From an optimization exercise on the open Yosys and OpenROAD flow, aimed at small area, a short achievable clock period and few clock cycles per item; shortcuts taken in it are not production practice.
The RTL was checked by simulation tests, not by an equivalence proof against the original design.
The flow treats the clock pin as an ideal source. Dropping or thinning the clock tree relies on that and would not hold on a real chip.
Power figures rest on the tool's default switching activity, not on a simulated workload.

==> flow/design.v, too long to show whole: its modules and the start of the top module <==
// module esq1_core: 2297 lines
module esq1_core (
    input  wire        clk,
    input  wire        rst,
    input  wire        cmd_valid,
    output wire        cmd_ready,
    input  wire [31:0] cmd,
    output reg         done,
    output reg  [15:0] res,
    output reg  [2:0]  err,
    output reg  [7:0]  sub,
    output reg  [15:0] pos,
    output reg         sticky
);
  // ...
==> flow/flow/run.sh <==
#!/bin/bash
# The standard layout (the standard.sh: standard synthesis, floorplan,
# placement, CTS, routing) with these changes to how it is made:
# - ORFS's timing repair aims below the clock period: repair_timing treats a
#   path as failing until its slack reaches SETUP_SLACK_MARGIN ns, so the
#   sized netlist runs well under the 10 ns clock;
# - the port buffers are buf_4 (ORFS would pick a delay cell);
# - CTS clusters up to 25 sinks per leaf buffer (within 80 um) and adds no
#   dummy loads;
# - after CTS, post_cts.tcl moves the clock pin to the middle of the left
#   edge and rebuilds the top of the clock tree: the clock
#   port drives four buffers next to it, one per region, that drive the
#   leaf buffers
#   (retree.tcl); the tree stays balanced, one level shallower;
# - after global routing, post_grt.tcl repairs antennas with a margin so
#   detailed routing needs no antenna re-route passes.
# The SDC and every other setting stay the standard flow's.
set -euo pipefail
here=$(pwd)
bash standard.sh SETUP_SLACK_MARGIN=7.0 \
  "BUFFER_PORTS_ARGS=-buffer_cell sky130_fd_sc_hd__buf_4" \
  "CTS_ARGS=-sink_clustering_enable -repair_clock_nets -sink_clustering_size 25 -sink_clustering_max_diameter 80 -dont_use_dummy_load" \
  POST_CTS_TCL="$here/flow/post_cts.tcl" \
  POST_GLOBAL_ROUTE_TCL="$here/flow/post_grt.tcl" \
  finish > flow_standard.log 2>&1
==> flow/flow/post_cts.tcl <==
# POST_CTS hook: rebuild the top of the clock tree (see retree.tcl), then
# legalize the new buffers and repair timing again on the new tree.
source [file join [file dirname [info script]] retree.tcl]
center_clk_pin
retree_clock 4
detailed_placement
estimate_parasitics -placement
repair_timing_helper
detailed_placement
check_placement -verbose
==> flow/flow/post_grt.tcl <==
# POST_GLOBAL_ROUTE hook: repair antennas once more with a 30% margin on the
# antenna ratios, so that the detailed routes, which differ from the global
# ones, rarely break the rule and need no repair-and-reroute pass after
# detailed routing; then write the route guides again.
repair_antennas -ratio_margin 30 -iterations 5
check_placement -verbose
check_antennas -report_file $::env(REPORTS_DIR)/grt_antennas_margin.log
write_guides $::env(RESULTS_DIR)/route.guide
==> flow/flow/retree.tcl <==
# Rebuild the top of the clock tree: the clock port drives NROOT buffers
# directly, each driving the leaf buffers of one region, in place of the
# root buffer and the middle level that CTS builds.
# Put the clock pin at the middle of the left die edge (the spot nearest to
# it that is at least 4 um from every other pin there), so the clock enters
# at the middle of a side rather than wherever pin placement left it.
proc center_clk_pin {} {
  set block [ord::get_db_block]
  set die [$block getDieArea]
  set ys {}
  foreach bt [$block getBTerms] {
    if {[$bt getName] eq "clk"} { continue }
    foreach bp [$bt getBPins] {
      set bb [$bp getBBox]
      if {[$bb xMin] <= [$die xMin] + 1000} { lappend ys [expr {([$bb yMin] + [$bb yMax]) / 2}] }
    }
  }
  set mid [expr {([$die yMin] + [$die yMax]) / 2}]
  for {set d 0} {$d < 200000} {incr d 2000} {
    foreach y [list [expr {$mid + $d}] [expr {$mid - $d}]] {
      set ok 1
      foreach oy $ys { if {abs($oy - $y) < 4000} { set ok 0; break } }
      if {$ok} {
        place_pin -pin_name clk -layer met3 -location [list [expr {[$die xMin] / 1000.0}] [expr {$y / 1000.0}]] -pin_size {0.3 0.3} -force_to_die_boundary
        puts "retree: clock pin at y [expr {$y / 1000.0}]"
        return
      }
    }
  }
}

# A spot for root k near the clock pin, a little inside the core.
proc root_spot { block k } {
  set bb [[lindex [[$block findBTerm clk] getBPins] 0] getBBox]
  set px [expr {([$bb xMin] + [$bb xMax]) / 2}]
  set py [expr {([$bb yMin] + [$bb yMax]) / 2}]
  set core [$block getCoreArea]
  set x0 [$core xMin]; set x1 [$core xMax]; set y0 [$core yMin]; set y1 [$core yMax]
  set in 12000
  set step [expr {($k - 1.5) * 8000}]
  if {$px <= $x0} { return [list [expr {$x0 + $in}] [expr {int(min(max($py + $step, $y0), $y1 - 10000))}]] }
  if {$px >= $x1} { return [list [expr {$x1 - $in - 10000}] [expr {int(min(max($py + $step, $y0), $y1 - 10000))}]] }
  if {$py <= $y0} { return [list [expr {int(min(max($px + $step, $x0), $x1 - 10000))}] [expr {$y0 + $in}]] }
  return [list [expr {int(min(max($px + $step, $x0), $x1 - 10000))}] [expr {$y1 - $in - 3000}]]
}

proc retree_clock { {nroot 4} {master_name sky130_fd_sc_hd__clkbuf_16} } {
  set block [ord::get_db_block]
  set db [ord::get_db]
  set master [$db findMaster $master_name]
  set port_net [[$block findBTerm clk] getNet]
  # walk the buffer tree from the port
  set level [list $port_net]
  set bufs {}
  set leaves {}
  while {[llength $level]} {
    set next {}
    foreach net $level {
      foreach it [$net getITerms] {
        if {![$it isInputSignal] && [$it getIoType] ne "INPUT"} { continue }
        set inst [$it getInst]
        set m [[$inst getMaster] getName]
        if {[string match "*clkbuf*" $m] || [string match "*clkinv*" $m]} {
          # output net of the buffer
          set onet ""
          foreach oit [$inst getITerms] { if {[$oit getIoType] eq "OUTPUT"} { set onet [$oit getNet] } }
          set drives_buf 0
          foreach it2 [$onet getITerms] {
            if {[$it2 getIoType] eq "INPUT"} {
              set m2 [[[$it2 getInst] getMaster] getName]
              if {[string match "*clkbuf*" $m2] || [string match "*clkinv*" $m2]} { set drives_buf 1 }
            }
          }
          if {$drives_buf} { lappend bufs $inst; lappend next $onet } else { lappend leaves $inst }
        }
      }
    }
    set level $next
  }
  puts "retree: [llength $bufs] upper buffers, [llength $leaves] leaf buffers"
  # leaf positions
  set pts {}
  foreach l $leaves { set bb [$l getBBox]; lappend pts [list $l [expr {([$bb xMin]+[$bb xMax])/2}] [expr {([$bb yMin]+[$bb yMax])/2}]] }
  # k-means into nroot clusters, seeded by splitting on x then y medians
  set n [llength $pts]
  set sx [lsort -integer -index 1 $pts]
  set cents {}
  set half [expr {$n/2}]
  foreach part [list [lrange $sx 0 [expr {$half-1}]] [lrange $sx $half end]] {
    set sy [lsort -integer -index 2 $part]
    set h2 [expr {[llength $sy]/2}]
    foreach q [list [lrange $sy 0 [expr {$h2-1}]] [lrange $sy $h2 end]] {
      set cx 0; set cy 0
      foreach p $q { set cx [expr {$cx+[lindex $p 1]}]; set cy [expr {$cy+[lindex $p 2]}] }
      lappend cents [list [expr {$cx/[llength $q]}] [expr {$cy/[llength $q]}]]
    }
  }
  set cents [lrange $cents 0 [expr {$nroot-1}]]
  for {set iter 0} {$iter < 20} {incr iter} {
    set groups {}
    for {set k 0} {$k < $nroot} {incr k} { lappend groups {} }
    foreach p $pts {
      set best 0; set bd 1e30
      for {set k 0} {$k < $nroot} {incr k} {
        set c [lindex $cents $k]
        set d [expr {abs([lindex $p 1]-[lindex $c 0]) + abs([lindex $p 2]-[lindex $c 1])}]
        if {$d < $bd} { set bd $d; set best $k }
      }
      lset groups $best [concat [lindex $groups $best] [list $p]]
    }
    set cents {}
    foreach g $groups {
      set cx 0; set cy 0
      foreach p $g { set cx [expr {$cx+[lindex $p 1]}]; set cy [expr {$cy+[lindex $p 2]}] }
      set c [expr {max(1,[llength $g])}]
      lappend cents [list [expr {$cx/$c}] [expr {$cy/$c}]]
    }
  }
  # remove the upper buffers and their nets
  foreach b $bufs {
    foreach it [$b getITerms] {
      set net [$it getNet]
      if {$net ne "NULL" && [$it getIoType] eq "OUTPUT"} { $it disconnect; odb::dbNet_destroy $net } elseif {$net ne "NULL"} { $it disconnect }
    }
    odb::dbInst_destroy $b
  }
  # new roots
  for {set k 0} {$k < $nroot} {incr k} {
    set inst [odb::dbInst_create $block $master "clkroot_$k"]
    set net [odb::dbNet_create $block "clknet_root_$k"]
    $net setSigType CLOCK
    # roots sit next to the clock pin so that the port's own net stays short
    set c [root_spot $block $k]
    $inst setLocation [lindex $c 0] [lindex $c 1]
    $inst setPlacementStatus PLACED
    foreach it [$inst getITerms] {
      set mt [[$it getMTerm] getName]
      if {$mt eq "A"} { $it connect $port_net }
      if {$mt eq "X"} { $it connect $net }
    }
    foreach p [lindex $groups $k] {
      set l [lindex $p 0]
      foreach it [$l getITerms] { if {[[$it getMTerm] getName] eq "A"} { $it connect $net } }
    }
    puts "retree: root $k at $c drives [llength [lindex $groups $k]] leaves"
  }
}
==> flow/standard.sh <==
#!/bin/bash
# synth_recipe.tcl (not shown) runs the flow's synth.tcl, then flattens the netlist and writes it again
# the make line also repeats each setting of config.mk as NAME=value (left out here)
make -C /OpenROAD-flow-scripts/flow DESIGN_CONFIG=/design/flow/config.mk WORK_HOME=/design/flow/orfs CLKGATE_MAP_FILE= SYNTH_SCRIPT=/design/flow/synth_recipe.tcl "${@:-finish}"
==> flow/config.mk <==
export PLATFORM = sky130hd
export DESIGN_NAME = esq1_core
export DESIGN_NICKNAME = esq1_core
export VERILOG_FILES = /design/flow/design.v
export SDC_FILE = /design/flow/constraint.sdc
export NUM_CORES = 8
export LEC_CHECK = 0
export ABC_AREA = 1
export CAP_MARGIN = 30
export CORE_MARGIN = 2
export CORE_UTILIZATION = 58
export PLACE_DENSITY = 0.68
export SLEW_MARGIN = 20
==> flow/constraint.sdc <==
create_clock -name core_clock -period 10.0 [get_ports {clk}]
set_input_delay 2.0000 -clock core_clock [delete_from_list [all_inputs] [get_ports {clk}]]
set_output_delay 2.0000 -clock core_clock [all_outputs]
set_load 0.01 [all_outputs]
==> results.txt, run 1 <==
outcome no timing/DRC/antenna violations; CP endpoint res[10]; fmax 0.307 GHz; Clock Skew 0.144 ns; max-cap violations 0; Pre-Repair DR Iteration Count 11; Main synth FF type dfxtp_1; worst r2r src lcol[0]; #MultiIn Comb 6169; crit path from res[10]; CTS sink cnt 1947; R2R setup slack 6.74 ns; Compound-Gate Fraction of Synth Area 0.249; initial core utilization 0.585; kind of start point of the critical path register; CP required 8.00 ns; final net count 10100; dpl cells 11700; I/O Buffers 79; Clk pwr share 0.336; Main power group sequential cells; register area 39100 um^2; NetSw 3.15 mW; worst min path class reg2reg; final cell count without fillers 12000; number of synthesized flops with an enable pin 0; max reg flops 48; r2r worst-path depth 11; nonclk inv count 1525; GR peak layer met2; sw frac 0.246
Testbench counts, summed over its fixed seeds: cycles 13,568, cmds 13,544.
==> run 2, diff against run 1 <==
--- a/flow/design.v
+++ b/flow/design.v
@@ -1784,208 +1784,212 @@
         ({8{lbhit8}} & lb8) |
         ({8{lbhit9}} & lb9) |
         ({8{lbhit10}} & lb10) |
         ({8{lbhit11}} & lb11) |
         ({8{lbhit12}} & lb12) |
         ({8{lbhit13}} & lb13) |
         ({8{lbhit14}} & lb14) |
         ({8{lbhit15}} & lb15) |
+        ({8{hit_f00}} & {f00[6], f00}) |
+        ({8{hit_f01}} & {f01[6], f01}) |
+        ({8{hit_f02}} & {f02[6], f02}) |
+        ({8{hit_f03}} & f03) |
+        ({8{hit_f04}} & f04) |
+        ({8{hit_f05}} & f05) |
+        ({8{hit_f06}} & f06) |
+        ({8{hit_f07}} & {2'd0, f07}) |
+        ({8{hit_f08}} & f08) |
+        ({8{hit_f09}} & f09);
+    wire [7:0] rd_p1 =
         ({8{lbhit16}} & lb16) |
         ({8{lbhit17}} & lb17) |
         ({8{lbhit18}} & lb18) |
         ({8{lbhit19}} & lb19) |
         ({8{lbhit20}} & lb20) |
         ({8{lbhit21}} & lb21) |
         ({8{lbhit22}} & lb22) |
         ({8{lbhit23}} & lb23) |
         ({8{lbhit24}} & lb24) |
         ({8{lbhit25}} & lb25) |
-        ({8{hit_f00}} & {f00[6], f00}) |
-        ({8{hit_f01}} & {f01[6], f01}) |
-        ({8{hit_f02}} & {f02[6], f02}) |
-        ({8{hit_f03}} & f03) |
-        ({8{hit_f04}} & f04) |
-        ({8{hit_f05}} & f05) |
-        ({8{hit_f06}} & f06) |
-        ({8{hit_f07}} & {2'd0, f07}) |
-        ({8{hit_f08}} & f08) |
-        ({8{hit_f09}} & f09) |
+        ({8{lbhit46}} & lb46) |
+        ({8{lbhit47}} & lb47) |
+        ({8{lbhit48}} & lb48) |
+        ({8{lbhit49}} & lb49) |
         ({8{hit_f10}} & {f10[6], f10}) |
         ({8{hit_f11}} & {f11[6], f11}) |
         ({8{hit_f12}} & {f12[6], f12}) |
         ({8{hit_f13}} & f13) |
         ({8{hit_f14}} & f14) |
         ({8{hit_f15}} & f15) |
         ({8{hit_f16}} & f16) |
         ({8{hit_f17}} & {2'd0, f17}) |
         ({8{hit_f18}} & f18) |
-        ({8{hit_f19}} & f19);
-    wire [7:0] rd_p1 =
+        ({8{hit_f19}} & f19) |
+        ({8{hit_f40}} & {6'd0, f40}) |
+        ({8{hit_f41}} & {2'd0, f41}) |
+        ({8{hit_f42}} & {4'd0, f42}) |
+        ({8{hit_f43}} & {7'd0, f43}) |
+        ({8{hit_f44}} & {7'd0, f44}) |
+        ({8{hit_f45}} & {2'd0, f45}) |
+        ({8{hit_f46}} & {2'd0, f46}) |
+        ({8{hit_f47}} & {2'd0, f47});
+    wire [7:0] rd_p2 =
         ({8{lbhit26}} & lb26) |
         ({8{lbhit27}} & lb27) |
         ({8{lbhit28}} & lb28) |
         ({8{lbhit29}} & lb29) |
         ({8{lbhit30}} & lb30) |
         ({8{lbhit31}} & lb31) |
         ({8{lbhit32}} & lb32) |
         ({8{lbhit33}} & lb33) |
         ({8{lbhit34}} & lb34) |
         ({8{lbhit35}} & lb35) |
-        ({8{lbhit36}} & lb36) |
-        ({8{lbhit37}} & lb37) |
-        ({8{lbhit38}} & lb38) |
-        ({8{lbhit39}} & lb39) |
-        ({8{lbhit40}} & lb40) |
-        ({8{lbhit41}} & lb41) |
-        ({8{lbhit42}} & lb42) |
-        ({8{lbhit43}} & lb43) |
-        ({8{lbhit44}} & lb44) |
-        ({8{lbhit45}} & lb45) |
-        ({8{lbhit46}} & lb46) |
-        ({8{lbhit47}} & lb47) |
-        ({8{lbhit48}} & lb48) |
-        ({8{lbhit49}} & lb49) |
+        ({8{lbhit50}} & lb50) |
+        ({8{lbhit51}} & lb51) |
+        ({8{lbhit52}} & lb52) |
+        ({8{lbhit53}} & lb53) |
         ({8{hit_f20}} & {f20[6], f20}) |
         ({8{hit_f21}} & {f21[6], f21}) |
         ({8{hit_f22}} & {f22[6], f22}) |
         ({8{hit_f23}} & f23) |
         ({8{hit_f24}} & f24) |
         ({8{hit_f25}} & f25) |
         ({8{hit_f26}} & f26) |
         ({8{hit_f27}} & {2'd0, f27}) |
         ({8{hit_f28}} & f28) |
         ({8{hit_f29}} & f29) |
+        ({8{hit_f48}} & {6'd0, f48}) |
+        ({8{hit_f49}} & {2'd0, f49}) |
+        ({8{hit_f4a}} & {4'd0, f4a}) |
+        ({8{hit_f4b}} & {7'd0, f4b}) |
+        ({8{hit_f4c}} & {7'd0, f4c}) |
+        ({8{hit_f4d}} & {2'd0, f4d}) |
+        ({8{hit_f4e}} & {2'd0, f4e}) |
+        ({8{hit_f4f}} & {2'd0, f4f});
+    wire [7:0] rd_p3 =
+        ({8{lbhit36}} & lb36) |
+        ({8{lbhit37}} & lb37) |
+        ({8{lbhit38}} & lb38) |
+        ({8{lbhit39}} & lb39) |
+        ({8{lbhit40}} & lb40) |
+        ({8{lbhit41}} & lb41) |
+        ({8{lbhit42}} & lb42) |
+        ({8{lbhit43}} & lb43) |
+        ({8{lbhit44}} & lb44) |
+        ({8{lbhit45}} & lb45) |
+        ({8{lbhit54}} & lb54) |
+        ({8{lbhit55}} & lb55) |
+        ({8{lbhit56}} & lb56) |
+        ({8{lbhit57}} & lb57) |
         ({8{hit_f30}} & {f30[6], f30}) |
         ({8{hit_f31}} & {f31[6], f31}) |
         ({8{hit_f32}} & {f32[6], f32}) |
         ({8{hit_f33}} & f33) |
         ({8{hit_f34}} & f34) |
         ({8{hit_f35}} & f35) |
         ({8{hit_f36}} & f36) |
         ({8{hit_f37}} & {2'd0, f37}) |
         ({8{hit_f38}} & f38) |
         ({8{hit_f39}} & f39) |
-        ({8{hit_f40}} & {6'd0, f40}) |
-        ({8{hit_f41}} & {2'd0, f41}) |
-        ({8{hit_f42}} & {4'd0, f42}) |
-        ({8{hit_f43}} & {7'd0, f43}) |
-        ({8{hit_f44}} & {7'd0, f44}) |
-        ({8{hit_f45}} & {2'd0, f45}) |
-        ({8{hit_f46}} & {2'd0, f46}) |
-        ({8{hit_f47}} & {2'd0, f47});
-    wire [7:0] rd_p2 =
-        ({8{lbhit50}} & lb50) |
-        ({8{lbhit51}} & lb51) |
-        ({8{lbhit52}} & lb52) |
-        ({8{lbhit53}} & lb53) |
-        ({8{lbhit54}} & lb54) |
-        ({8{lbhit55}} & lb55) |
-        ({8{lbhit56}} & lb56) |
-        ({8{lbhit57}} & lb57) |
+        ({8{hit_f50}} & {6'd0, f50}) |
+        ({8{hit_f51}} & {2'd0, f51}) |
+        ({8{hit_f52}} & {4'd0, f52}) |
+        ({8{hit_f53}} & {7'd0, f53}) |
+        ({8{hit_f54}} & {7'd0, f54}) |
+        ({8{hit_f55}} & {2'd0, f55}) |
+        ({8{hit_f56}} & {2'd0, f56}) |
+        ({8{hit_f57}} & {2'd0, f57});
+    wire [7:0] rd_p4 =
         ({8{lbhit58}} & lb58) |
         ({8{lbhit59}} & lb59) |
         ({8{lbhit60}} & lb60) |
         ({8{lbhit61}} & lb61) |
         ({8{lbhit62}} & lb62) |
         ({8{lbhit63}} & lb63) |
         ({8{lbhit64}} & lb64) |
         ({8{lbhit65}} & lb65) |
         ({8{lbhit66}} & lb66) |
         ({8{lbhit67}} & lb67) |
-        ({8{lbhit68}} & lb68) |
-        ({8{lbhit69}} & lb69) |
-        ({8{lbhit70}} & lb70) |
-        ({8{lbhit71}} & lb71) |
-        ({8{lbhit72}} & lb72) |
-        ({8{lbhit73}} & lb73) |
-        ({8{lbhit74}} & lb74) |
-        ({8{lbhit75}} & lb75) |
-        ({8{lbhit76}} & lb76) |
-        ({8{lbhit77}} & lb77) |
-        ({8{hit_f48}} & {6'd0, f48}) |
-        ({8{hit_f49}} & {2'd0, f49}) |
-        ({8{hit_f4a}} & {4'd0, f4a}) |
-        ({8{hit_f4b}} & {7'd0, f4b}) |
-        ({8{hit_f4c}} & {7'd0, f4c}) |
-        ({8{hit_f4d}} & {2'd0, f4d}) |
-        ({8{hit_f4e}} & {2'd0, f4e}) |
-        ({8{hit_f4f}} & {2'd0, f4f}) |
-        ({8{hit_f50}} & {6'd0, f50}) |
-        ({8{hit_f51}} & {2'd0, f51}) |
-        ({8{hit_f52}} & {4'd0, f52}) |
-        ({8{hit_f53}} & {7'd0, f53}) |
-        ({8{hit_f54}} & {7'd0, f54}) |
-        ({8{hit_f55}} & {2'd0, f55}) |
-        ({8{hit_f56}} & {2'd0, f56}) |
-        ({8{hit_f57}} & {2'd0, f57}) |
         ({8{hit_f60}} & f60) |
         ({8{hit_f61}} & {3'd0, f61}) |
         ({8{hit_f62}} & {4'd0, f62}) |
         ({8{hit_f63}} & {4'd0, f63}) |
         ({8{hit_f64}} & {f64[6], f64}) |
         ({8{hit_f65}} & {f65[6], f65}) |
         ({8{hit_f66}} & f66) |
         ({8{hit_f67}} & {7'd0, f67}) |
         ({8{hit_f68}} & {2'd0, f68}) |
         ({8{hit_f69}} & {4'd0, f69}) |
         ({8{hit_f6a}} & {4'd0, f6a}) |
         ({8{hit_f6b}} & {f6b[6], f6b}) |
-        ({8{hit_f6c}} & {f6c[6], f6c}) |
+        ({8{hit_f6c}} & {f6c[6], f6c});
+    wire [7:0] rd_p5 =
+        ({8{lbhit68}} & lb68) |
+        ({8{lbhit69}} & lb69) |
+        ({8{lbhit70}} & lb70) |
+        ({8{lbhit71}} & lb71) |
+        ({8{lbhit72}} & lb72) |
+        ({8{lbhit73}} & lb73) |
+        ({8{lbhit74}} & lb74) |
+        ({8{lbhit75}} & lb75) |
+        ({8{lbhit76}} & lb76) |
+        ({8{lbhit77}} & lb77) |
         ({8{hit_f70}} & f70) |
         ({8{hit_f71}} & {3'd0, f71}) |
         ({8{hit_f72}} & {4'd0, f72}) |
         ({8{hit_f73}} & {4'd0, f73}) |
         ({8{hit_f74}} & {f74[6], f74}) |
         ({8{hit_f75}} & {f75[6], f75}) |
         ({8{hit_f76}} & f76) |
         ({8{hit_f77}} & {7'd0, f77}) |
         ({8{hit_f78}} & {2'd0, f78}) |
         ({8{hit_f79}} & {4'd0, f79}) |
         ({8{hit_f7a}} & {4'd0, f7a}) |
         ({8{hit_f7b}} & {f7b[6], f7b}) |
         ({8{hit_f7c}} & {f7c[6], f7c});
-    wire [7:0] rd_p3 =
+    wire [7:0] rd_p6 =
         ({8{lbhit78}} & lb78) |
         ({8{lbhit79}} & lb79) |
         ({8{lbhit80}} & lb80) |
         ({8{lbhit81}} & lb81) |
         ({8{lbhit82}} & lb82) |
         ({8{lbhit83}} & lb83) |
         ({8{lbhit84}} & lb84) |
         ({8{lbhit85}} & lb85) |
         ({8{lbhit86}} & lb86) |
         ({8{lbhit87}} & lb87) |
+        ({8{hit_f80}} & f80) |
+        ({8{hit_f81}} & {3'd0, f81}) |
+        ({8{hit_f82}} & {4'd0, f82}) |
+        ({8{hit_f83}} & {4'd0, f83}) |
+        ({8{hit_f84}} & {f84[6], f84}) |
+        ({8{hit_f85}} & {f85[6], f85}) |
+        ({8{hit_f86}} & f86) |
+        ({8{hit_f87}} & {7'd0, f87}) |
+        ({8{hit_f88}} & {2'd0, f88}) |
+        ({8{hit_f89}} & {4'd0, f89}) |
+        ({8{hit_f8a}} & {4'd0, f8a}) |
+        ({8{hit_f8b}} & {f8b[6], f8b}) |
+        ({8{hit_f8c}} & {f8c[6], f8c});
+    wire [7:0] rd_p7 =
         ({8{lbhit88}} & lb88) |
         ({8{lbhit89}} & lb89) |
         ({8{lbhit90}} & lb90) |
         ({8{lbhit91}} & lb91) |
         ({8{lbhit92}} & lb92) |
         ({8{lbhit93}} & lb93) |
         ({8{lbhit94}} & lb94) |
         ({8{lbhit95}} & lb95) |
         ({8{lbhit96}} & lb96) |
         ({8{lbhit97}} & lb97) |
         ({8{lbhit98}} & lb98) |
         ({8{lbhit99}} & lb99) |
         ({8{lbhit100}} & lb100) |
         ({8{lbhit101}} & lb101) |
-        ({8{hit_f80}} & f80) |
-        ({8{hit_f81}} & {3'd0, f81}) |
-        ({8{hit_f82}} & {4'd0, f82}) |
-        ({8{hit_f83}} & {4'd0, f83}) |
-        ({8{hit_f84}} & {f84[6], f84}) |
-        ({8{hit_f85}} & {f85[6], f85}) |
-        ({8{hit_f86}} & f86) |
-        ({8{hit_f87}} & {7'd0, f87}) |
-        ({8{hit_f88}} & {2'd0, f88}) |
-        ({8{hit_f89}} & {4'd0, f89}) |
-        ({8{hit_f8a}} & {4'd0, f8a}) |
-        ({8{hit_f8b}} & {f8b[6], f8b}) |
-        ({8{hit_f8c}} & {f8c[6], f8c}) |
         ({8{hit_fa0}} & {fa0[6], fa0}) |
         ({8{hit_fa1}} & {7'd0, fa1}) |
         ({8{hit_fa2}} & {1'd0, fa2}) |
         ({8{hit_fa3}} & {7'd0, fa3}) |
         ({8{hit_fa4}} & {2'd0, fa4}) |
         ({8{hit_fa5}} & {7'd0, fa5}) |
         ({8{hit_fa6}} & {7'd0, fa6}) |
         ({8{hit_fa7}} & {4'd0, fa7}) |
@@ -2254,38 +2258,42 @@
         res_we    <= ok1 & n_res_we;
         srst_x    <= ok1 & n_srst;
         errf_x    <= ok1 & (n_err != E_NONE);
         err_x     <= n_err;
         sub_x     <= n_sub;
         pos_x     <= n_pos;
     end
     reg        v3, ext3, res_we3, srst3, errf3;
-    reg [7:0]  rdp3_0, rdp3_1, rdp3_2, rdp3_3, rdo3;
+    reg [7:0]  rdp3_0, rdp3_1, rdp3_2, rdp3_3, rdp3_4, rdp3_5, rdp3_6, rdp3_7, rdo3;
     reg [3:0]  hnib3;
     reg [2:0]  err3;
     reg [7:0]  sub3;
     reg [15:0] pos3;
     always @(posedge clk) begin
         v3      <= vx & ~rst;
         rdp3_0  <= rd_p0;
         rdp3_1  <= rd_p1;
         rdp3_2  <= rd_p2;
         rdp3_3  <= rd_p3;
+        rdp3_4  <= rd_p4;
+        rdp3_5  <= rd_p5;
+        rdp3_6  <= rd_p6;
+        rdp3_7  <= rd_p7;
         rdo3    <= rd_o;
         hnib3   <= hnib;
         ext3    <= ext;
         res_we3 <= res_we & ~rst;
         srst3   <= srst_x;
         errf3   <= errf_x & ~rst;
         err3    <= err_x;
         sub3    <= sub_x;
         pos3    <= pos_x;
     end
-    wire [7:0] rd3 = rdp3_0 | rdp3_1 | rdp3_2 | rdp3_3 | rdo3;
+    wire [7:0] rd3 = rdp3_0 | rdp3_1 | rdp3_2 | rdp3_3 | rdp3_4 | rdp3_5 | rdp3_6 | rdp3_7 | rdo3;
     always @(posedge clk) begin
         done <= v3 & ~rst;
         err  <= err3;
         sub  <= sub3;
         pos  <= pos3;
         if (rst || srst3) begin
             res    <= 16'd0;
             sticky <= 1'b0;
==> flow/config.mk (replaced) <==
export PLATFORM = sky130hd
export DESIGN_NAME = esq1_core
export DESIGN_NICKNAME = esq1_core
export VERILOG_FILES = /design/flow/design.v
export SDC_FILE = /design/flow/constraint.sdc
export NUM_CORES = 8
export LEC_CHECK = 0
export ABC_AREA = 1
export CAP_MARGIN = 30
export CORE_MARGIN = 2
export CORE_UTILIZATION = 50
export PLACE_DENSITY = 0.62
export SLEW_MARGIN = 20
==> results.txt, run 2 <==
CTS clk-pin slew, worst paths 0.10 ns; final worst-path cycle share 0.330; fraction of layout cells with a size suffix above 1 0.0561; Synth area leaders dfxtp_1, o221ai_1, nand2_1; Crit. End Element output pin; grt ovf 0; fillers 15600; Final ANT Viol Nets 0; drt drc 0; vias in the first global route 76000; max-cap violations 0 (unchanged); Fin Hold WS 0.306 ns; most common cell after layout, fill and taps aside nand2_1; global placement routability congestion 1.04; DIE AREA 167000 um^2; syn_area_per_cell 8.11 um^2; Post-synth top cells nand2_1, dfxtp_1, o221ai_1, inv_1, clkbuf_1; CP Buf/Inv Count 1; final net count 9966 (-1.1%); DRT Wirelength 365000 um; # IOs 81; # setup viols final 0; Final WS setup 6.70 ns; max incr delay on CP 0.43 ns; worst hold start pos3[6]; post-synthesis sequential area ratio 0.484; #FFs+latches synth 1979; top-count cell post-synth nand2_1; standard-cell row count 148; dpl cells 12000 (+2.2%); outcome no timing/DRC/antenna violations; crit path from res[14]; drt wl/cell 30.1 um; max reg flops 48 (unchanged); worst-margin pin slew 1.10 ns; DR vias/cell 6.77; Setup CP Type reg2out; Post-Place Setup Slack 6.11 ns; Post-Syn Instances 10100; Synth Warn # 1; Final Util 0.542; Pre-Repair DR Iteration Count 9 (-2); arrival time worst endpoint 1.30 ns; kind of start point of the critical path register; Yosys cell types 59; Top reg by flops name; fraction of registers with async set/reset 0; crit path time final 3.30 ns; Max VDD drop 0.000464 V; DR iter-0 viols 13100; Clock Skew 0.158 ns (+0.0140 ns); crit-path max FO 5; Largest regs name x48, c1 x32; commonest non-fill, non-tap cells in the layout nand2_1, dfxtp_1, o221ai_1; cell area after synthesis 81800 um^2; CTS sink cnt 1979 (+1.6%); Cell Pwr Density 150 nW/um^2; core area 163000 um^2; number of synthesized flops with an enable pin 0 (unchanged); first-pass GRT wire length 525000 um; TNS Setup 0 ns; Multi-input gate area 34800 um^2; leading area contributor after synthesis dfxtp_1; die width 408 um; Hold Fails Final Rpt 0; worst r2r src lcol[7]; via count 82100; slew margin rel. 0.268; worst min path class reg2reg; max-slew violation count 0; Chip Height 408 um; largest net degree at the start of global routing 114; Clock Latency Late Sink 0.72 ns; Tot GR Track Use 0.413; Post-Syn Nets 10100; post-detail-place hpwl 254000 um; final cell count without fillers 12100 (+1.4%); I/O Buffers 79 (unchanged); CP cell instances buf_4; slowest cell on the critical path dfxtp_4; Synth top area share 0.484; Main synth FF type dfxtp_1; initial antenna violation count 22; register area 39800 um^2 (+1.6%); initial core utilization 0.503 (-0.0815); static leakage 31.6 nW; CP required 8.00 ns (about the same); fmax 0.303 GHz (-1.2%); Worst path top cell family by delay flip-flops; Layout area overhead 7.76%
run 2: changes by cell type in the layout (fill, tap and decap cells not counted), moves of 36 or more:
cell	before	now
nand2_1	2759	2661
buf_4	199	146
o2111ai_1	128	70
inv_1	1458	1505
dfxtp_1	1860	1896
run 2: cell families after synthesis:
logic type | count (synthesis) | synth area share
buffers and inverters | 2035 | 0.0941
AOI/OAI and AO/OA | 2650 | 0.255
and+or+nand+nor | 3415 | 0.167
DFF | 1979 | 0.484
other | 1 | 0.0000459
run 2: worst register-to-register path: stages, from the launching register on:
cell and delay [ns]:
dfxtp_4 0.41, buf_12 0.18, buf_4 0.22, nand2_1 0.27
inv_1 0.16, a211oi_1 0.34, nand4_1 0.13, nor4_1 0.66
nand4_1 0.44
run 2: final timing paths:
path / endpoint / slack, ns / depth (start not counted)
hold reg to reg: pos[6] / 0.31 / 0
setup / recovery: res[15] / 6.70 / 1
setup reg to reg: rdp3_3[2] / 6.92 / 8
hold / removal: pos[6] / 0.31 / 0
run 2: area by class of cell, without the clock buffers:
type,count,area share
buffer,4,0.00114
timing repair buffer,218,0.0238
inverter,1553,0.0668
multi-input combinational,6066,0.395
antenna,17,0.000483
tap,2175,0.0309
sequential,1979,0.451
run 2: metrics by stage:
stage / area, um^2 / total power, mW
6_report: 88100 / 13.2
3_5_place_dp: 84100 / 8.69
2_1_floorplan: 81800 / 8.42
3_3_place_gp: 84100 / 8.70
run 2: power breakdown:
part           switching (mW)  leakage, nW  internal [mW]
Combinational           0.491         14.2         0.0999
Sequential             0.0536         16.0           7.92
Clock                    2.68         1.39           1.97
run 2: per-layer routing:
layer | track usage | up-vias | wire length [um]
li1 | - | 35400 | -
met1 | 0.579 | 39700 | 146000
met2 | 0.606 | 5908 | 152000
met3 | 0.0800 | 1070 | 44800
met4 | 0.201 | 28 | 22000
met5 | 0 | - | 353
Testbench counts of run 2, summed over its fixed seeds: cycles 13,568, cmds 13,544.
==> run 3, diff against run 2 <==
==> flow/flow/run.sh (replaced) <==
#!/bin/bash
# The standard layout (the standard.sh: standard synthesis, floorplan,
# placement, CTS, routing), with these changes to how it is made:
# - ORFS's timing repair aims below the clock period: repair_timing treats
#   a path as failing until its slack reaches SETUP_SLACK_MARGIN ns, so the
#   sized netlist runs well under the 10 ns clock;
# - the port buffers are buf_4 (ORFS would pick a delay cell);
# - CTS clusters up to 25 sinks per leaf buffer (within 80 um) and adds no
#   dummy loads;
# - after CTS, post_cts.tcl moves the clock pin to the middle of the left
#   edge and rebuilds the top of the clock tree (retree.tcl): the clock
#   port drives four buffers next to it, one per region of the die, and
#   each drives the leaf buffers of its region. The tree stays balanced
#   and is one level shallower than the one CTS builds;
# - after global routing, post_grt.tcl repairs antennas again with a margin,
#   so detailed routing needs no antenna repair-and-reroute passes.
# The SDC, the clock period and every other setting stay the standard flow's.
set -euo pipefail
here=$(pwd)
bash standard.sh SETUP_SLACK_MARGIN=7.0 \
  "BUFFER_PORTS_ARGS=-buffer_cell sky130_fd_sc_hd__buf_4" \
  "CTS_ARGS=-sink_clustering_enable -repair_clock_nets -sink_clustering_size 25 -sink_clustering_max_diameter 80 -dont_use_dummy_load" \
  POST_CTS_TCL="$here/flow/post_cts.tcl" \
  POST_GLOBAL_ROUTE_TCL="$here/flow/post_grt.tcl" \
  finish > flow_standard.log 2>&1
==> flow/flow/post_cts.tcl (replaced) <==
# POST_CTS hook: put the clock pin at the middle of the left edge, rebuild
# the top of the clock tree (see retree.tcl), legalize the new buffers and
# repair timing again on the new tree.
source [file join [file dirname [info script]] retree.tcl]
center_clk_pin
retree_clock 4
detailed_placement
estimate_parasitics -placement
repair_timing_helper
detailed_placement
check_placement -verbose
--- a/flow/config.mk
+++ b/flow/config.mk
@@ -8,6 +8,6 @@
 export ABC_AREA = 1
 export CAP_MARGIN = 30
 export CORE_MARGIN = 2
-export CORE_UTILIZATION = 50
-export PLACE_DENSITY = 0.62
+export CORE_UTILIZATION = 58
+export PLACE_DENSITY = 0.68
 export SLEW_MARGIN = 20
==> results.txt, run 3 <==
#FFs+latches synth 1979 (unchanged); standard-cell row count 137 (-7.4%); Synth Warn # 1 (unchanged); Hold Fails Final Rpt 0 (unchanged); commonest non-fill, non-tap cells in the layout nand2_1, dfxtp_1, o221ai_1; Final ANT Viol Nets 0 (unchanged); Post-Synth XOR/XNOR Area 0 (unchanged); kind of start point of the critical path register; final worst-path cycle share 0.325 (-0.00486); via count 84000 (+2.3%); Synth Area in Adders 0 (unchanged); Max VDD drop 0.000401 V (-14%); outcome no timing/DRC/antenna violations; Post-synth top cells nand2_1, dfxtp_1, o221ai_1, inv_1, clkbuf_1; die width 380 um (-7.1%); Synth area leaders dfxtp_1, o221ai_1, nand2_1; slowest cell on the critical path dfxtp_4; Layout area overhead 6.75%; CTS clk-pin slew, worst paths 0.10 ns (about the same); Worst path top cell family by delay flip-flops; Final Util 0.625 (+0.0829); CTS sink cnt 1979 (unchanged); largest family of logic cells by synthesized area compound AO/OA/AOI/OAI gates; post-synthesis sequential area ratio 0.484 (unchanged); Crit. End Element output pin; DIE AREA 144000 um^2 (-14%); Pre-Repair DR Iteration Count 9 (unchanged); DR iter-0 viols 15100 (+15%); syn_area_per_cell 8.11 um^2 (unchanged); Hold Path Stages 0 (unchanged); multiplexer area fraction after synthesis 0 (unchanged); crit path time final 3.25 ns (-0.0486 ns); slew margin rel. 0.258 (-0.0103); fraction of registers with async set/reset 0 (unchanged); Largest regs name x48, c1 x32; largest net degree at the start of global routing 107 (-6.1%); post-detail-place hpwl 243000 um (-4.2%); drt wl/cell 29.7 um (-1.5%); TNS Setup 0 ns (unchanged); Main synth FF type dfxtp_1; CP Depth 1 (unchanged); max-cap violations 0 (unchanged); # setup viols final 0 (unchanged); Clock Skew 0.109 ns (-0.0492 ns); r2r worst-path depth 7 (-1); static leakage 31.3 nW (-0.97%); leading area contributor after synthesis dfxtp_1; DR vias/cell 7.10 (+4.8%); initial antenna violation count 31 (+41%); max reg flops 48 (unchanged); Clock Latency Late Sink 0.66 ns (-0.06 ns); fmax 0.308 GHz (+1.5%); top-count cell post-synth nand2_1; Post-Syn Instances 10100 (unchanged); global placement routability congestion 1.06 (+2.7%); vias in the first global route 76200 (+0.26%); core area 140000 um^2 (-14%); Top reg by flops name; drt drc 0 (unchanged); first-pass GRT wire length 508000 um (-3.3%); max-slew violation count 0 (unchanged); cell area after synthesis 81800 um^2 (unchanged); # IOs 81 (unchanged); crit-path max FO 5 (unchanged); Cell Pwr Density 147 nW/um^2 (-2.1%); max incr delay on CP 0.46 ns (+0.03 ns); arrival time worst endpoint 1.25 ns (-0.05 ns); Post-Synth Simple-Gate Area 0.167 (unchanged); number of synthesized flops with an enable pin 0 (unchanged); CP Buf/Inv Count 1 (unchanged); Tot GR Track Use 0.458 (+0.0450); I/O Buffers 79 (unchanged); Chip Height 380 um (-7.1%); grt ovf 0 (unchanged); Compound-Gate Fraction of Synth Area 0.255 (unchanged); CP cell instances buf_6; worst min path class reg2reg; Setup CP Type reg2out; Yosys cell types 59 (unchanged); worst-margin pin slew 1.11 ns (+0.0155 ns); most common cell after layout, fill and taps aside nand2_1; CP required 8.00 ns (about the same); Synth top area share 0.484 (unchanged); final net count 9947 (-0.19%); Post-Syn Nets 10100 (unchanged); initial core utilization 0.585 (+0.0824); fraction of layout cells with a size suffix above 1 0.0525 (-0.00363); DRT Wirelength 351000 um (-3.9%); Fin Hold WS 0.311 ns (+0.00518 ns)
[run 3: per-stage QoR]
stage / setup WS, ns / cells / cell area, um^2 / power, mW
2_1_floorplan: 6.92 / 10100 / 81800 / 8.42
3_3_place_gp: 6.23 / 11600 / 83600 / 8.68
3_5_place_dp: 6.10 / 11600 / 83700 / 8.69
6_report: 6.75 / 11800 / 87300 / 12.8
[run 3: path summary, 6_finish.rpt]
| path | start | endpoint | slack [ns] |
|---|---|---|---|
| max | res[14] | res[15] | 6.75 |
| min | srst_x | srst3 | 0.31 |
| max reg2reg | fcol[5] | rdp3_2[7] | 6.91 |
| min reg2reg | srst_x | srst3 | 0.31 |
[run 3: power by group]
| group | switching (mW) | leakage, nW | internal, mW |
|---|---|---|---|
| combinational | 0.494 | 14.1 | 0.100 |
| sequential | 0.0536 | 16.0 | 7.92 |
| clock | 2.57 | 1.18 | 1.68 |
| total | 3.11 | 31.3 | 9.71 |
[run 3: layout make-up, without the clock buffers]
class,count,area (um^2)
Antenna cell,44,110
Buffer,4,100
Fill cell,12300,52400
Inverter,1553,5880
Multi-Input combinational cell,6066,34700
Sequential cell,1979,39800
Tap cell,1876,2350
Timing Repair Buffer,216,2100
[run 3: worst register-to-register path, cell delays in order, from the launching register on]
cell and delay, ns:
dfxtp_2 0.63, buf_4 0.47, nand2_1 0.20, inv_1 0.14, a21oi_1 0.16, o2111ai_1 0.20, a2111oi_1 0.71, o211ai_1 0.36
[run 3: routing by layer]
metal	wire length, um	global-route usage	vias up	part of all wire
met5	232	0	-	0.00066
met4	25100	0.272	34	0.072
met3	54200	0.134	1531	0.15
met2	141000	0.648	7435	0.40
met1	130000	0.617	39500	0.37
li1	-	-	35500	-
[run 3: kinds of logic after synthesis]
kind of cell | count (synthesis)
and+or+nand+nor | 3415
buffers and inverters | 2035
AOI/OAI and AO/OA | 2650
other | 1
DFF | 1979
==> run 4, diff against run 3 <==
--- a/flow/config.mk
+++ b/flow/config.mk
@@ -8,6 +8,6 @@
 export ABC_AREA = 1
 export CAP_MARGIN = 30
 export CORE_MARGIN = 2
-export CORE_UTILIZATION = 58
-export PLACE_DENSITY = 0.68
+export CORE_UTILIZATION = 64
+export PLACE_DENSITY = 0.74
 export SLEW_MARGIN = 20
==> results.txt, run 4 <==
post-detail-place hpwl 242000 um (-0.61%); Post-Syn Nets 10100 (unchanged); Post-Place Setup Slack 6.38 ns (+0.274 ns); die width 361 um (-4.8%); DRT Wirelength 351000 um (about the same); max-cap violations 0 (unchanged); Pwr Total 12.8 mW (-0.22%); worst-margin pin slew 1.19 ns (+0.0727 ns); max incr delay on CP 0.44 ns (-0.02 ns); TNS Setup 0 ns (unchanged); Post-Synth Simple-Gate Area 0.167 (unchanged); cell area after synthesis 81800 um^2 (unchanged); CP cell instances buf_6; arrival time worst endpoint 1.21 ns (-0.04 ns); Crit. End Element output pin; CP required 8.00 ns (about the same); worst min path class reg2reg; final net count 9953 (+0.060%); Main synth FF type dfxtp_1; Post-Syn Instances 10100 (unchanged); Fin Hold WS 0.312 ns (+0.000727 ns); DR vias/cell 7.34 (+3.4%); kind of start point of the critical path register; Chip Height 361 um (-4.8%); grt ovf 0 (unchanged); # setup viols final 0 (unchanged); CTS sink cnt 1979 (unchanged); fmax 0.312 GHz (+1.4%); Synth area leaders dfxtp_1, o221ai_1, nand2_1; Max VDD drop 0.000670 V (+67%); global placement routability congestion 1.09 (+2.7%); #FFs+latches synth 1979 (unchanged); P_int 9.67 mW (-0.34%); DIE AREA 131000 um^2 (-9.3%); initial antenna violation count 29 (-6.5%); first-pass GRT wire length 507000 um (about the same); Synth Area in Adders 0 (unchanged); DR top layer met5; fraction of registers with async set/reset 0 (unchanged); Final WS setup 6.79 ns (+0.0457 ns); Yosys cell types 59 (unchanged); CP Buf/Inv Count 1 (unchanged); outcome no timing/DRC/antenna violations; Cell Pwr Density 147 nW/um^2 (+0.21%); core area 127000 um^2 (-9.0%); top-count cell post-synth nand2_1; Clk pwr share 0.330 (-0.002); Clock Skew 0.0871 ns (-0.0220 ns); post-synthesis sequential area ratio 0.484 (unchanged); Comb pwr share 0.046 (about the same); number of synthesized flops with an enable pin 0 (unchanged); Worst path top cell family by delay flip-flops; slowest cell on the critical path dfxtp_4; final worst-path cycle share 0.321 (-0.00457); Synth top area share 0.484 (unchanged); via count 85200 (+1.4%); vias in the first global route 78500 (+3.0%); leading area contributor after synthesis dfxtp_1; Setup CP Type reg2out; syn_area_per_cell 8.11 um^2 (unchanged); most common cell after layout, fill and taps aside nand2_1; Largest regs name x48, c1 x32; Compound-Gate Fraction of Synth Area 0.255 (unchanged); DR iter-0 viols 17100 (+13%); Final ANT Viol Nets 0 (unchanged); Hold Fails Final Rpt 0 (unchanged); crit-path max FO 5 (unchanged); Tot GR Track Use 0.508 (+0.0500); multiplexer area fraction after synthesis 0 (unchanged); Post-synth top cells nand2_1, dfxtp_1, o221ai_1, inv_1, clkbuf_1; I/O Buffers 79 (unchanged); initial core utilization 0.643 (+0.0576); # IOs 81 (unchanged); WL met1 121000 um (-6.8%); metal3 WL 56500 um (+4.2%); Post-Synth XOR/XNOR Area 0 (unchanged); fraction of layout cells with a size suffix above 1 0.0530 (+0.000573); sw frac 0.244 (+0.000925); commonest non-fill, non-tap cells in the layout nand2_1, dfxtp_1, o221ai_1; NetSw 3.12 mW (+0.16%); drt wl/cell 30.2 um (+2.0%); metal2 WL 141000 um (-0.57%); static leakage 31.3 nW (about the same); largest family of logic cells by synthesized area compound AO/OA/AOI/OAI gates; Clock Latency Late Sink 0.66 ns (about the same); Layout area overhead 6.29%; max reg flops 48 (unchanged); standard-cell row count 131 (-4.4%); Pre-Repair DR Iteration Count 13 (+4); Top reg by flops name; slew margin rel. 0.189 (-0.0689); Seq pwr share 0.624 (+0.002); Synth Warn # 1 (unchanged); drt drc 0 (unchanged); crit path time final 3.21 ns (-0.0457 ns); largest net degree at the start of global routing 103 (-3.7%); max-slew violation count 0 (unchanged); CTS clk-pin slew, worst paths 0.10 ns (about the same)
[run 4: cell types whose count changed in the layout (fill, tap and decap cells not counted), moves of 4 or more]
| cell | delta |
|---|---|
| o22ai_2 | -4 |
| nand2_1 | -5 |
| dfxtp_2 | -6 |
| o22ai_1 | +4 |
| buf_4 | +13 |
| dfxtp_4 | +4 |
| diode_2 | -19 |
[run 4: area by class of cell, without the clock buffers]
| cell class | count | area (um^2) |
|---|---|---|
| fillers | 10600 | 40300 |
| flip-flops and latches | 1979 | 39800 |
| multi-input cells | 6067 | 34700 |
| inverters | 1553 | 5880 |
| repair buffers | 223 | 2090 |
| well taps | 1662 | 2080 |
| plain buffers | 4 | 100 |
| diodes | 25 | 62.6 |
[run 4: stage by stage]
stage / util / std cells / area, um^2
2_1_floorplan: - / 10100 / 81800
3_3_place_gp: 0.656 / 11400 / 83400
3_5_place_dp: 0.656 / 11400 / 83500
6_report: 0.683 / 11600 / 86900
[run 4: cells by family after synthesis]
logic type             Yosys count
AO/OA/AOI/OAI                 2650
buffers and inverters         2035
flip-flops                    1979
other                            1
AND/OR/NAND/NOR               3415
[run 4: power groups by stage]
stage	Combinational, mW	Sequential, mW	Clock (mW)
final	0.590	7.98	4.22
after detailed placement	0.515	8.16	0
after global placement	0.507	8.16	0
after floorplan	0.294	8.13	0
[run 4: worst paths after layout]
path | endpoint | start | depth (start not counted) | slack (ns)
worst max-delay path | res[14] | res[14] | 1 | 6.79
worst min-delay path | hnib3[2] | hnib[2] | 0 | 0.31
worst max register to register | rdp3_6[3] | fcol[6] | 7 | 6.90
worst min register to register | hnib3[2] | hnib[2] | 0 | 0.31
[run 4: metal layers]
| metal | GRT usage | vias to the layer above |
|---|---|---|
| met3 | 0.169 | 2020 |
| met5 | 0 | - |
| met4 | 0.365 | 26 |
| met2 | 0.727 | 8126 |
| met1 | 0.641 | 39600 |
| li1 | - | 35400 |
==> run 5, diff against run 4 <==
--- a/flow/flow/run.sh
+++ b/flow/flow/run.sh
@@ -12,6 +12,8 @@
 #   port drives four buffers next to it, one per region of the die, and
 #   each drives the leaf buffers of its region. The tree stays balanced
 #   and is one level shallower than the one CTS builds;
+# - clock nets are routed on met4 and met5 (ORFS: met3 and up), which have
+#   less capacitance per um, so the long nets of the shallow tree are faster;
 # - after global routing, post_grt.tcl repairs antennas again with a margin,
 #   so detailed routing needs no antenna repair-and-reroute passes.
 # The SDC, the clock period and every other setting stay the standard flow's.
@@ -20,6 +22,7 @@
 bash standard.sh SETUP_SLACK_MARGIN=7.0 \
   "BUFFER_PORTS_ARGS=-buffer_cell sky130_fd_sc_hd__buf_4" \
   "CTS_ARGS=-sink_clustering_enable -repair_clock_nets -sink_clustering_size 25 -sink_clustering_max_diameter 80 -dont_use_dummy_load" \
+  MIN_CLK_ROUTING_LAYER=met4 \
   POST_CTS_TCL="$here/flow/post_cts.tcl" \
   POST_GLOBAL_ROUTE_TCL="$here/flow/post_grt.tcl" \
   finish > flow_standard.log 2>&1
==> results.txt, run 5 <==
Seq pwr share 0.624 (about the same); routing usage on met2 0.737 (+0.00982); core area 127000 um^2 (unchanged); GR Util met3 0.147 (-0.0217); Cell Pwr Density 147 nW/um^2 (about the same); Max VDD drop 0.000665 V (-0.81%); Post-Place Setup Slack 6.38 ns (unchanged); Yosys cell types 59 (unchanged); CTS clk-pin slew, worst paths 0.10 ns (about the same); arrival time worst endpoint 1.20 ns (about the same); Worst path top cell family by delay flip-flops; drt drc 0 (unchanged); CTS sink cnt 1979 (unchanged); initial core utilization 0.643 (unchanged); grt ovf 0 (unchanged); Synth Warn # 1 (unchanged); vias in the first global route 78600 (+0.18%); drt wl/cell 30.3 um (about the same); Post-synth top cells nand2_1, dfxtp_1, o221ai_1, inv_1, clkbuf_1; cell area after synthesis 81800 um^2 (unchanged); #FFs+latches synth 1979 (unchanged); register area 39800 um^2 (unchanged); Chip Height 361 um (unchanged); final net count 9947 (-0.060%); Clock Skew 0.0873 ns (+0.000172 ns); most common cell after layout, fill and taps aside nand2_1; Hold Fails Final Rpt 0 (unchanged); Layout area overhead 6.26% (about the same); crit-path max FO 5 (unchanged); via count 85000 (-0.18%); worst hold start hnib[2]; DIE AREA 131000 um^2 (unchanged); Multi-input gate area 34700 um^2 (about the same); Hold Path Stages 0 (unchanged); r2r worst-path depth 6 (-1); outcome no timing/DRC/antenna violations; CP Buf/Inv Count 1 (unchanged); Main synth FF type dfxtp_1; max-slew violation count 0 (unchanged); sw frac 0.244 (about the same); CP required 8.00 ns (about the same); post-synthesis sequential area ratio 0.484 (unchanged); worst min path class reg2reg; leading area contributor after synthesis dfxtp_1; worst r2r src fcol[0]; DRT Wirelength 351000 um (about the same); commonest non-fill, non-tap cells in the layout nand2_1, dfxtp_1, o221ai_1; CP Depth 1 (unchanged); Setup CP Type reg2out; Pre-Repair DR Iteration Count 10 (-3); R2R setup slack 6.82 ns (-0.08 ns); worst reg2reg path endpoint rdp3_7[7]; # setup viols final 0 (unchanged); fraction of layout cells with a size suffix above 1 0.0522 (-0.000876); P_int 9.67 mW (about the same); syn_area_per_cell 8.11 um^2 (unchanged); NetSw 3.12 mW (about the same); post-detail-place hpwl 242000 um (unchanged); fraction of registers with async set/reset 0 (unchanged); first-pass GRT wire length 508000 um (+0.10%); max-cap violations 0 (unchanged); number of synthesized flops with an enable pin 0 (unchanged); Post-Syn Instances 10100 (unchanged); Final ANT Viol Nets 0 (unchanged); global placement routability congestion 1.09 (unchanged); static leakage 31.3 nW (about the same); kind of start point of the critical path register; Post-Syn Nets 10100 (unchanged); Synth area leaders dfxtp_1, o221ai_1, nand2_1; max incr delay on CP 0.43 ns (about the same); Clk pwr share 0.330 (about the same); Final WS setup 6.80 ns (+0.00670 ns); CP cell instances buf_6; fillers 10600 (+0.085%); max reg flops 48 (unchanged); Clock Latency Late Sink 0.65 ns (about the same); Tot GR Track Use 0.508 (about the same); initial antenna violation count 22 (-24%); DR iter-0 viols 16500 (-3.4%); # IOs 81 (unchanged); slowest cell on the critical path dfxtp_4; GR peak layer met2; crit path time final 3.20 ns (-0.00670 ns); final worst-path cycle share 0.320 (-0.000670); fmax 0.313 GHz (+0.21%); die width 361 um (unchanged); worst-margin pin slew 1.11 ns (-0.0798 ns); Comb pwr share 0.046 (about the same); DR vias/cell 7.33 (-0.18%); TNS Setup 0 ns (unchanged); Largest regs name x48, c1 x32; I/O Buffers 79 (unchanged); largest net degree at the start of global routing 103 (unchanged); CP endpoint res[14]; Crit. End Element output pin; top-count cell post-synth nand2_1; standard-cell row count 131 (unchanged); crit path from res[14]; Top reg by flops name; Synth top area share 0.484 (unchanged); grt met1 use 0.644 (+0.00325); slew margin rel. 0.263 (+0.0736)
[run 5: cell counts after synthesis]
No cell type changed its count.
[run 5: power by group through the flow]
stage	logic (mW)	clock network [mW]	registers (mW)
2_1_floorplan	0.294	0	8.13
3_3_place_gp	0.507	0	8.16
3_5_place_dp	0.515	0	8.16
6_report	0.590	4.22	7.98
[run 5: cells by family after synthesis]
group / share of synthesized area
other: 0.0000459
and+or+nand+nor: 0.167
buffers and inverters: 0.0941
AOI/OAI and AO/OA: 0.255
DFF: 0.484
[run 5: final cells by class, without the clock buffers]
cell class	count	area share
Buffer	4	0.00115
Sequential cell	1979	0.458
Timing Repair Buffer	217	0.0236
Antenna cell	31	0.000893
Multi-Input combinational cell	6067	0.399
Inverter	1553	0.0677
Tap cell	1662	0.0239
[run 5: metal layers]
layer | wire length, um | part of all wire
met5 | 1230 | 0.0035
met4 | 31900 | 0.091
met3 | 56100 | 0.16
met2 | 141000 | 0.40
met1 | 121000 | 0.34
[run 5: through the flow]
| step | cell area, um^2 | std cells | power (mW) | hold slack, ns | utilization |
|---|---|---|---|---|---|
| floorplan | 81800 | 10100 | 8.42 | 0.310 | - |
| global placement | 83400 | 11400 | 8.67 | 0.310 | 0.656 |
| detailed placement | 83500 | 11400 | 8.68 | 0.312 | 0.656 |
| finish | 86900 | 11600 | 12.8 | 0.313 | 0.683 |
[run 5: worst min-delay path by stage]
stage	end	slack, ns
after global placement	ext3	0.31
final	hnib3[2]	0.31
after detailed placement	hnib3[2]	0.31
after floorplan	err3[0]	0.31
==> run 6, diff against run 5 <==
--- a/flow/config.mk
+++ b/flow/config.mk
@@ -8,6 +8,6 @@
 export ABC_AREA = 1
 export CAP_MARGIN = 30
 export CORE_MARGIN = 2
-export CORE_UTILIZATION = 64
-export PLACE_DENSITY = 0.74
+export CORE_UTILIZATION = 50
+export PLACE_DENSITY = 0.62
 export SLEW_MARGIN = 20
==> results.txt, run 6 <==
outcome no timing/DRC/antenna violations; placed inst area 84100 um^2 (+0.78%); multiplexer area fraction after synthesis 0 (unchanged); crit path time final 3.28 ns (+0.0787 ns); final cell count without fillers 12100 (+4.4%); Main synth FF type dfxtp_1; Final ANT Viol Nets 0 (unchanged); global placement routability congestion 1.04 (-5.2%); dpl cells 12000 (+4.5%); standard-cell row count 148 (+13%); static leakage 31.6 nW (+1.0%); slew margin rel. 0.256 (-0.00671); max-slew violation count 0 (unchanged); grt ovf 0 (unchanged); largest family of logic cells by synthesized area compound AO/OA/AOI/OAI gates; routing usage on met2 0.611 (-0.126); Hold Fails Final Rpt 0 (unchanged); Layout area overhead 7.73%; post-detail-place hpwl 254000 um (+5.0%); vias in the first global route 76000 (-3.4%); Worst path top cell family by delay flip-flops; GR Util met3 0.0601 (-0.0868); Post-Synth XOR/XNOR Area 0 (unchanged); Pre-Repair DR Iteration Count 7 (-3); number of synthesized flops with an enable pin 0 (unchanged); CTS sink cnt 1979 (unchanged); Post-Syn Instances 10100 (unchanged); leading area contributor after synthesis dfxtp_1; most common cell after layout, fill and taps aside nand2_1; CTS clk-pin slew, worst paths 0.10 ns (about the same); crit-path max FO 5 (unchanged); max-cap violations 0 (unchanged); Synth Area in Adders 0 (unchanged); first-pass GRT wire length 526000 um (+3.6%); syn_area_per_cell 8.11 um^2 (unchanged); arrival time worst endpoint 1.28 ns (+0.08 ns); CP Buf/Inv Count 1 (unchanged); slowest cell on the critical path dfxtp_4; Hold Path Stages 0 (unchanged); GR peak layer met2; post-synthesis sequential area ratio 0.484 (unchanged); Clock Skew 0.152 ns (+0.0648 ns); Cell Pwr Density 150 nW/um^2 (+2.0%); Crit. End Element output pin; CP required 8.00 ns (about the same); largest net degree at the start of global routing 114 (+11%); initial core utilization 0.503 (-0.140); via count 82000 (-3.5%); DR vias/cell 6.77 (-7.6%); Top reg by flops name; worst min path class reg2reg; CP cell instances buf_4; # IOs 81 (unchanged); DRT Wirelength 366000 um (+4.1%); # setup viols final 0 (unchanged); kind of start point of the critical path register; Max VDD drop 0.000456 V (-31%); #FFs+latches synth 1979 (unchanged); die width 408 um (+13%); DR iter-0 viols 13900 (-16%); cell area after synthesis 81800 um^2 (unchanged); Post-synth top cells nand2_1, dfxtp_1, o221ai_1, inv_1, clkbuf_1; max incr delay on CP 0.43 ns (about the same); Yosys cell types 59 (unchanged); fmax 0.305 GHz (-2.4%); fraction of registers with async set/reset 0 (unchanged); cell area after layout 88100 um^2 (+1.4%); core area 163000 um^2 (+28%); Post-Syn Nets 10100 (unchanged); Synth area leaders dfxtp_1, o221ai_1, nand2_1; fillers 15600 (+48%); grt met1 use 0.585 (-0.0589); worst-margin pin slew 1.12 ns (+0.0101 ns); I/O Buffers 79 (unchanged); r2r worst-path depth 6 (unchanged); CP Depth 1 (unchanged); Compound-Gate Fraction of Synth Area 0.255 (unchanged); fraction of layout cells with a size suffix above 1 0.0556 (+0.00341); drt drc 0 (unchanged); drt wl/cell 30.2 um (-0.32%); Clock Latency Late Sink 0.71 ns (+0.06 ns); top-count cell post-synth nand2_1; Synth Warn # 1 (unchanged); commonest non-fill, non-tap cells in the layout nand2_1, dfxtp_1, o221ai_1; final net count 9969 (+0.22%); Largest regs name x48, c1 x32; Tot GR Track Use 0.413 (-0.0947); Chip Height 408 um (+13%); Setup CP Type reg2out; Post-Synth Simple-Gate Area 0.167 (unchanged); max reg flops 48 (unchanged); DIE AREA 167000 um^2 (+28%); TNS Setup 0 ns (unchanged); initial antenna violation count 18 (-18%); Synth top area share 0.484 (unchanged); final worst-path cycle share 0.328 (+0.00787)
## run 6: cell types whose count changed in the layout (fill, tap and decap cells not counted), moves of 4 or more
cell / delta
clkbuf_16: +20
o22ai_2: +6
o22ai_1: -6
dfxtp_1: -4
dfxtp_2: +6
diode_2: -21
nand2_1: -5
## run 6: layout make-up, without the clock buffers
cell class,instances,area (um^2),share of cell area
antenna,10,25.0,0.000284
buffer,4,100,0.00114
inverter,1553,5890,0.0668
multi-input combinational,6066,34800,0.394
sequential,1979,39800,0.451
tap,2175,2720,0.0309
timing repair buffer,221,2120,0.0241
## run 6: logic make-up after synthesis
kind of cell	count (synthesis)
compound gates	2650
simple gates	3415
buf+inv	2035
other cells	1
flops	1979
## run 6: report_power, final
group | total, mW | internal [mW] | switching [mW]
Combinational | 0.591 | 0.100 | 0.491
Sequential | 7.97 | 7.92 | 0.0533
Clock | 4.65 | 1.97 | 2.69
## run 6: stage by stage
step / util / power [mW] / setup slack [ns] / hold slack (ns)
final: 0.542 / 13.2 / 6.72 / 0.304
after floorplan: - / 8.42 / 6.92 / 0.310
after global placement: 0.517 / 8.70 / 6.22 / 0.311
after detailed placement: 0.517 / 8.69 / 6.11 / 0.313
## run 6: final timing paths
check,start,to,slack [ns]
setup reg to reg,fcol[2],rdp3_1[4],6.90
hold / removal,pos3[6],pos[6],0.30
setup / recovery,res[14],res[15],6.72
hold reg to reg,pos3[6],pos[6],0.30
## run 6: per-layer routing
layer	vias to the layer above	part of all wire	wire length, um
met5	-	0.0035	1280
met4	68	0.057	21000
met3	1013	0.12	43100
met2	5866	0.42	153000
met1	39600	0.40	148000
li1	35500	-	-
==> run 7, diff against run 6 <==
--- a/flow/config.mk
+++ b/flow/config.mk
@@ -8,6 +8,6 @@
 export ABC_AREA = 1
 export CAP_MARGIN = 30
 export CORE_MARGIN = 2
-export CORE_UTILIZATION = 50
-export PLACE_DENSITY = 0.62
+export CORE_UTILIZATION = 58
+export PLACE_DENSITY = 0.68
 export SLEW_MARGIN = 20
==> results.txt, run 7 <==
outcome no timing/DRC/antenna violations; Clock Skew 0.0951 ns (-0.0570 ns); kind of start point of the critical path register; Synth top area share 0.484 (unchanged); max-cap violations 0 (unchanged); # IOs 81 (unchanged); TNS Setup 0 ns (unchanged); grt ovf 0 (unchanged); core area 140000 um^2 (-14%); slew margin rel. 0.253 (-0.00294); leading area contributor after synthesis dfxtp_1; top-count cell post-synth nand2_1; first-pass GRT wire length 508000 um (-3.3%); cell area after layout 87200 um^2 (-1.0%); CP cell instances buf_4; Yosys cell types 59 (unchanged); CP Buf/Inv Count 1 (unchanged); Clock Latency Late Sink 0.65 ns (-0.06 ns); arrival time worst endpoint 1.24 ns (-0.04 ns); DIE AREA 144000 um^2 (-14%); max-slew violation count 0 (unchanged); #FFs+latches synth 1979 (unchanged); crit-path max FO 5 (unchanged); Layout area overhead 6.63%; worst min path class reg2reg; via count 83700 (+2.1%); Synth Warn # 1 (unchanged); DR iter-0 viols 15200 (+9.9%); vias in the first global route 76000 (+0.090%); Crit. End Element output pin; static leakage 31.3 nW (-1.0%); number of synthesized flops with an enable pin 0 (unchanged); Clk pwr share 0.332 (-0.020); worst-margin pin slew 1.09 ns (-0.0238 ns); Cell Pwr Density 147 nW/um^2 (-2.0%); most common cell after layout, fill and taps aside nand2_1; Chip Height 380 um (-7.1%); DRT Wirelength 351000 um (-3.9%); cell area after synthesis 81800 um^2 (unchanged); Max VDD drop 0.000393 V (-14%); dpl cells 11600 (-2.6%); global placement routability congestion 1.06 (+2.7%); final worst-path cycle share 0.324 (-0.00358); placed inst area 83700 um^2 (-0.46%); drt wl/cell 29.7 um (-1.4%); initial core utilization 0.585 (+0.0824); max reg flops 48 (unchanged); Post-synth top cells nand2_1, dfxtp_1, o221ai_1, inv_1, clkbuf_1; commonest non-fill, non-tap cells in the layout nand2_1, dfxtp_1, o221ai_1; CTS sink cnt 1979 (unchanged); sw frac 0.243 (-0.00138); Tot GR Track Use 0.459 (+0.0454); syn_area_per_cell 8.11 um^2 (unchanged); fmax 0.308 GHz (+1.1%); initial antenna violation count 28 (+10); CP required 8.00 ns (about the same); final net count 9937 (-0.32%); standard-cell row count 137 (-7.4%); # setup viols final 0 (unchanged); Hold Fails Final Rpt 0 (unchanged); Post-Syn Nets 10100 (unchanged); Synth area leaders dfxtp_1, o221ai_1, nand2_1; CTS clk-pin slew, worst paths 0.10 ns (about the same); largest net degree at the start of global routing 107 (-6.1%); Final ANT Viol Nets 0 (unchanged); Comb pwr share 0.046 (about the same); post-detail-place hpwl 243000 um (-4.2%); fraction of layout cells with a size suffix above 1 0.0516 (-0.00396); crit path time final 3.24 ns (-0.0358 ns); max incr delay on CP 0.45 ns (+0.02 ns); Pre-Repair DR Iteration Count 7 (unchanged); Pwr Total 12.8 mW (-3.0%); DR vias/cell 7.09 (+4.7%); Top reg by flops name; Largest regs name x48, c1 x32; drt drc 0 (unchanged); fraction of registers with async set/reset 0 (unchanged); P_int 9.71 mW (-2.8%); slowest cell on the critical path dfxtp_4; Seq pwr share 0.622 (+0.019); final cell count without fillers 11800 (-2.5%); Post-Syn Instances 10100 (unchanged); post-synthesis sequential area ratio 0.484 (unchanged); NetSw 3.11 mW (-3.6%); die width 380 um (-7.1%); Setup CP Type reg2out; I/O Buffers 79 (unchanged); Main synth FF type dfxtp_1; Worst path top cell family by delay flip-flops
## run 7: cell counts after synthesis
Identical to the previous run, type by type.
## run 7: metal layers
layer / wire (um) / share of wire / up-vias / GRT usage
met2: 142000 / 0.40 / 7251 / 0.654
met3: 52700 / 0.15 / 1464 / 0.118
met1: 131000 / 0.37 / 39500 / 0.622
li1: - / - / 35400 / -
met4: 24600 / 0.070 / 80 / 0.262
met5: 1250 / 0.0036 / - / 0.0737
## run 7: path summary, 6_finish.rpt
kind	slack (ns)	cells after the start	endpoint	startpoint
worst max-delay path	6.76	1	res[15]	res[14]
worst min-delay path	0.31	0	srst3	srst_x
worst max register to register	6.89	7	rdp3_1[3]	fcol[3]
worst min register to register	0.31	0	srst3	srst_x
## run 7: power by group through the flow
stage          registers [mW]  clock network, mW  logic [mW]
2_1_floorplan            8.13                  0       0.294
3_3_place_gp             8.16                  0       0.518
3_5_place_dp             8.16                  0       0.525
6_report                 7.98               4.25       0.589
## run 7: cell families after synthesis
kind of cell	count (synthesis)	share of synthesized area
buffers and inverters	2035	0.0941
other	1	0.0000459
and+or+nand+nor	3415	0.167
AOI/OAI and AO/OA	2650	0.255
DFF	1979	0.484
## run 7: layout make-up, without the clock buffers
cell class | count | area, um^2
antenna | 34 | 85.1
buffer | 4 | 100
fill | 12300 | 52500
inverter | 1553 | 5880
multi-input combinational | 6066 | 34700
sequential | 1979 | 39800
tap | 1876 | 2350
timing repair buffer | 206 | 2020
## run 7: per-stage QoR
step                       util  setup WS (ns)  hold slack [ns]
after floorplan               -           6.92            0.310
after global placement    0.599           6.23            0.310
after detailed placement  0.599           6.10            0.312
final                     0.624           6.76            0.311

## static timing again, ports no longer ideal
How much do the figures lean on ideal ports? The routed layouts below were timed once more, with nothing changed but the port constraints.
Step 1 (the two cells are an assumption about what drives the block):
set clk [get_ports {clk}]
set_driving_cell -lib_cell sky130_fd_sc_hd__clkbuf_16 $clk
set_driving_cell -lib_cell sky130_fd_sc_hd__buf_2 [delete_from_list [all_inputs] $clk]
Step 2, shift: input delay + t, output delay - t, t = (earliest + latest rising clock arrival at the registers) / 2. This alone moves slack from input paths to output paths.
a / b / c = no drivers / after step 1 / after step 2; a / b = the first two.
| run | t (ns) | slack for setup (ns) | worst setup path after step 2 | clock arrival spread, ns |
|---|---|---|---|---|
| run 1 | 0.689 | 6.739 / 6.680 / 6.258 | input to register | 0.150 / 0.150 |
| run 2 | 0.704 | 6.700 / 6.641 / 6.485 | input to register | 0.163 / 0.163 |
| run 3 | 0.673 | 6.748 / 6.685 / 6.453 | input to register | 0.110 / 0.110 |
| run 4 | 0.675 | 6.794 / 6.733 / 6.528 | input to register | 0.089 / 0.089 |
| run 5 | 0.672 | 6.801 / 6.739 / 6.528 | input to register | 0.094 / 0.095 |
| run 6 | 0.693 | 6.722 / 6.664 / 6.496 | input to register | 0.155 / 0.155 |
| run 7 | 0.666 | 6.758 / 6.698 / 6.488 | input to register | 0.095 / 0.095 |
After both steps every run listed still meets setup and hold. The setup slack of run 1, which loses most, moves by -0.059 ns with the drivers and by -0.481 ns with both steps.
